What follows belongs to an exercise in optimizing a design on an open flow for small area, a short achievable clock period and few clock cycles; a production flow would make more cautious choices.
Function was checked by simulation only, so behaviour that the tests miss may differ from the original.
Power is estimated from default activity; no workload was simulated.

Design stuff_codec, start of the top module:
module stuff_codec (
    input  wire         clk,
    input  wire         rst,
    input  wire         cfg_mode,         
    input  wire [4:0]   cfg_avoid_len,    
    input  wire [127:0] cfg_avoid,        
    input  wire [13:0]  cfg_crc_poly,
    input  wire [13:0]  cfg_crc_init,
    input  wire         in_valid,
    input  wire [7:0]   in_data,
    input  wire         in_last,
    output reg          in_ready,
    output reg          out_valid,
    output reg  [7:0]   out_data,
    input  wire         out_ready,
    output reg          done,
    output reg          done_err,
    output reg  [15:0]  done_count,
    output reg  [13:0]  done_crc
);
clock: 6.5 ns
lec_check: 0
cap_margin: 20
core_margin: 2
core_utilization: 40
setup_slack_margin: 3.2
slew_margin: 20
standard.sh (not shown) runs the stock make flow with config.mk's settings and CLKGATE_MAP_FILE= SYNTH_SCRIPT=/design/flow/synth_recipe.tcl, a recipe that flattens the netlist after the stock synthesis.
==> flow/flow/run.sh <==
#!/bin/bash
# Layout flow: the standard ORFS flow, with the port buffers made as
# minimum-size buffers (timing repair upsizes those that need it) and the
# clock tree built without dummy balancing loads.
set -euo pipefail
cd "$(dirname "$0")/.."
export BUFFER_PORTS_ARGS="-buffer_cell sky130_fd_sc_hd__buf_1"
export CTS_ARGS="-sink_clustering_enable -repair_clock_nets -dont_use_dummy_load"
bash standard.sh > standard.log 2>&1
Testbench counts at the start, summed over its fixed seeds: cycles 70,425.
Then changed:
==> flow/run.sh (new file) <==
#!/bin/bash
# synth_recipe.tcl (not shown) runs the flow's synth.tcl, then flattens the netlist and writes it again
# the make line also repeats each setting of config.mk as NAME=value (left out here)
make -C /OpenROAD-flow-scripts/flow DESIGN_CONFIG=/design/flow/config.mk WORK_HOME=/design/flow/orfs CLKGATE_MAP_FILE= SYNTH_SCRIPT=/design/flow/synth_recipe.tcl finish
SETUP_SLACK_MARGIN = 2.5   (was 3.2)
removed: flow/flow/run.sh
removed: flow/standard.sh
What happened: The changed run passed the timing, design-rule and antenna checks; final cell count barely changes; non-clock buffer count shrinks by 13; total power climbs by about 2.7%; worst hold slack degrades by 0.0057 ns.
Then changed:
SETUP_SLACK_MARGIN = 3.8   (was 2.5)
Maximum frequency increases by about 25%.
Synthesized area stays the same.
Worst setup slack is better by 0.77 ns.
Combinational power grows by about 45%.
Die area stays the same.
Sequential cell count stays the same.
Power goes up by about 26%.
Global-route usage increases by 3.7 points.
Core utilization increases by 13 points.
Count of clock-buffer cells in the layout drops by 2.
Then changed:
==> flow/flow/run.sh (new file) <==
#!/bin/bash
# Layout flow: the standard ORFS flow, with the port buffers made as
# minimum-size buffers (timing repair upsizes those that need it) and the
# clock tree built without dummy balancing loads.
set -euo pipefail
cd "$(dirname "$0")/.."
export BUFFER_PORTS_ARGS="-buffer_cell sky130_fd_sc_hd__buf_1"
export CTS_ARGS="-sink_clustering_enable -repair_clock_nets -dont_use_dummy_load -buf_list {sky130_fd_sc_hd__clkbuf_4 sky130_fd_sc_hd__clkbuf_8}"
bash standard.sh > standard.log 2>&1
==> flow/standard.sh (new file) <==
#!/bin/bash
# synth_recipe.tcl (not shown) runs the flow's synth.tcl, then flattens the netlist and writes it again
# the make line also repeats each setting of config.mk as NAME=value (left out here)
make -C /OpenROAD-flow-scripts/flow DESIGN_CONFIG=/design/flow/config.mk WORK_HOME=/design/flow/orfs CLKGATE_MAP_FILE= SYNTH_SCRIPT=/design/flow/synth_recipe.tcl "${@:-finish}"
SETUP_SLACK_MARGIN = 3.2   (was 3.8)
removed: flow/run.sh
After rerunning: Clock skew increases by 0.0092 ns. Final area goes down by a quarter to a third. Utilization decreases by 20 points. Via count fell by roughly a tenth. Wire length fell by about a fifth. Critical path depth fell by 7. Power shrinks by a quarter to a third. Maximum frequency came out lower by a few percent. Area after synthesis is unchanged.

stuff_codec, a different RTL version from the one above (not shown whole).
For scale: roughly 850 cells after synthesis, ~97 flip-flops, roughly 8200 µm² of cells after synthesis.
## stuff_codec
module stuff_codec (
    input  wire         clk,
    input  wire         rst,
    input  wire         cfg_mode,         
    input  wire [4:0]   cfg_avoid_len,    
    input  wire [127:0] cfg_avoid,        
    input  wire [13:0]  cfg_crc_poly,
    input  wire [13:0]  cfg_crc_init,
    input  wire         in_valid,
    input  wire [7:0]   in_data,
    input  wire         in_last,
    output reg          in_ready,
    output reg          out_valid,
    output reg  [7:0]   out_data,
    input  wire         out_ready,
    output reg          done,
    output reg          done_err,
    output reg  [15:0]  done_count,
    output reg  [13:0]  done_crc
);
    wire       cfg_ok = (cfg_avoid_len >= 5'd2) && (cfg_avoid_len <= 5'd16);
    wire [3:0] m      = cfg_avoid_len[3:0] - 4'd1;    
    wire [7:0] esc_byte = ~cfg_avoid[{m, 3'b000} +: 8];
    wire       stuff  = ~cfg_mode;
    reg [13:0] d;           
    reg        mm;          
    reg        mm_last;     
    reg        in_first;    
    reg        a_v, a_last, a_drop, a_first, a_esc, a_err;
    reg [7:0]  a_d;
    reg        b_v, b_end;
    reg [7:0]  b_d;
    reg [13:0] crc;
    reg [12:0] cnt;
    reg        err;
    reg [13:0] poly_r, init_r;
    reg [14:0] chain;
    reg        match_now;
    integer j;
    always @(*) begin
        match_now = 1'b0;
        for (j = 0; j < 15; j = j + 1) begin
            chain[j] = (in_data == cfg_avoid[8*j +: 8]) &&
                       (j == 0 ? 1'b1 : d[(j == 0) ? 0 : j-1]);
  ...
clock: 6.5 ns
lec_check: 0
abc_clock_period_in_ps: 3000
cap_margin: 20
core_margin: 2
core_utilization: 40
setup_slack_margin: 3.0
slew_margin: 20
run.sh (not shown) runs the stock make flow with config.mk's settings and CLKGATE_MAP_FILE= SYNTH_SCRIPT=/design/flow/synth_recipe.tcl, a recipe that flattens the netlist after the stock synthesis.
Stock flow here: none of the scripts above is used.
The first run ran to the end with no violations.
Testbench counts at the start, summed over its fixed seeds: cycles 70,425.
==> next run, changes <==
Settings changed: ABC_CLOCK_PERIOD_IN_PS 3000 to unset, SETUP_SLACK_MARGIN 3.0 to 2.0.
Worst setup slack got worse by 200 ps.
Power decreases by about 16%.
Worst hold slack hardly moves.
Core utilization went down by 7.8 points.

separate check: timing with driven ports:
The flow's constraints put no driver on any port. The routed layouts listed below were extracted and timed again, unchanged, in two steps. Step 1 (the two cells are an assumption about what drives the block):
set clk [get_ports {clk}]
set_driving_cell -lib_cell sky130_fd_sc_hd__clkbuf_16 $clk
set_driving_cell -lib_cell sky130_fd_sc_hd__buf_2 [delete_from_list [all_inputs] $clk]
Step 2 also shifts input and output timing later by t, the mid clock arrival at the registers, as if the neighbouring blocks saw the same clock. a / b / c = ideal ports / drivers / drivers and shift; a / b = the first two.
run	t (ns)	slack for setup (ns)	hold slack, ns	slew at the worst register clock pin (ns)	worst data-port slew with drivers (ns)
the first run of note 1	0.446	3.247 / 3.232 / 2.819	0.448 / 0.448 / 0.448	0.05 / 0.05	0.07
the second run of note 1	0.452	2.583 / 2.554 / 2.405	0.442 / 0.442 / 0.442	0.05 / 0.05	0.07
the third run of note 1	0.459	3.356 / 3.356 / 3.225	0.463 / 0.463 / 0.463	0.06 / 0.06	0.20
the fourth run of note 1	0.467	3.258 / 3.231 / 2.831	0.449 / 0.449 / 0.449	0.07 / 0.07	0.07
the first run of note 2	0.388	2.326 / 2.326 / 2.326	0.449 / 0.449 / 0.449	0.08 / 0.08	0.07
the second run of note 2	0.391	2.131 / 2.136 / 1.753	0.450 / 0.450 / 0.450	0.08 / 0.08	0.08
After both steps setup and hold are still met in every run listed. For the first run of note 1, which loses most, drivers alone change the setup slack by -0.015 ns; drivers and shift together by -0.428 ns.
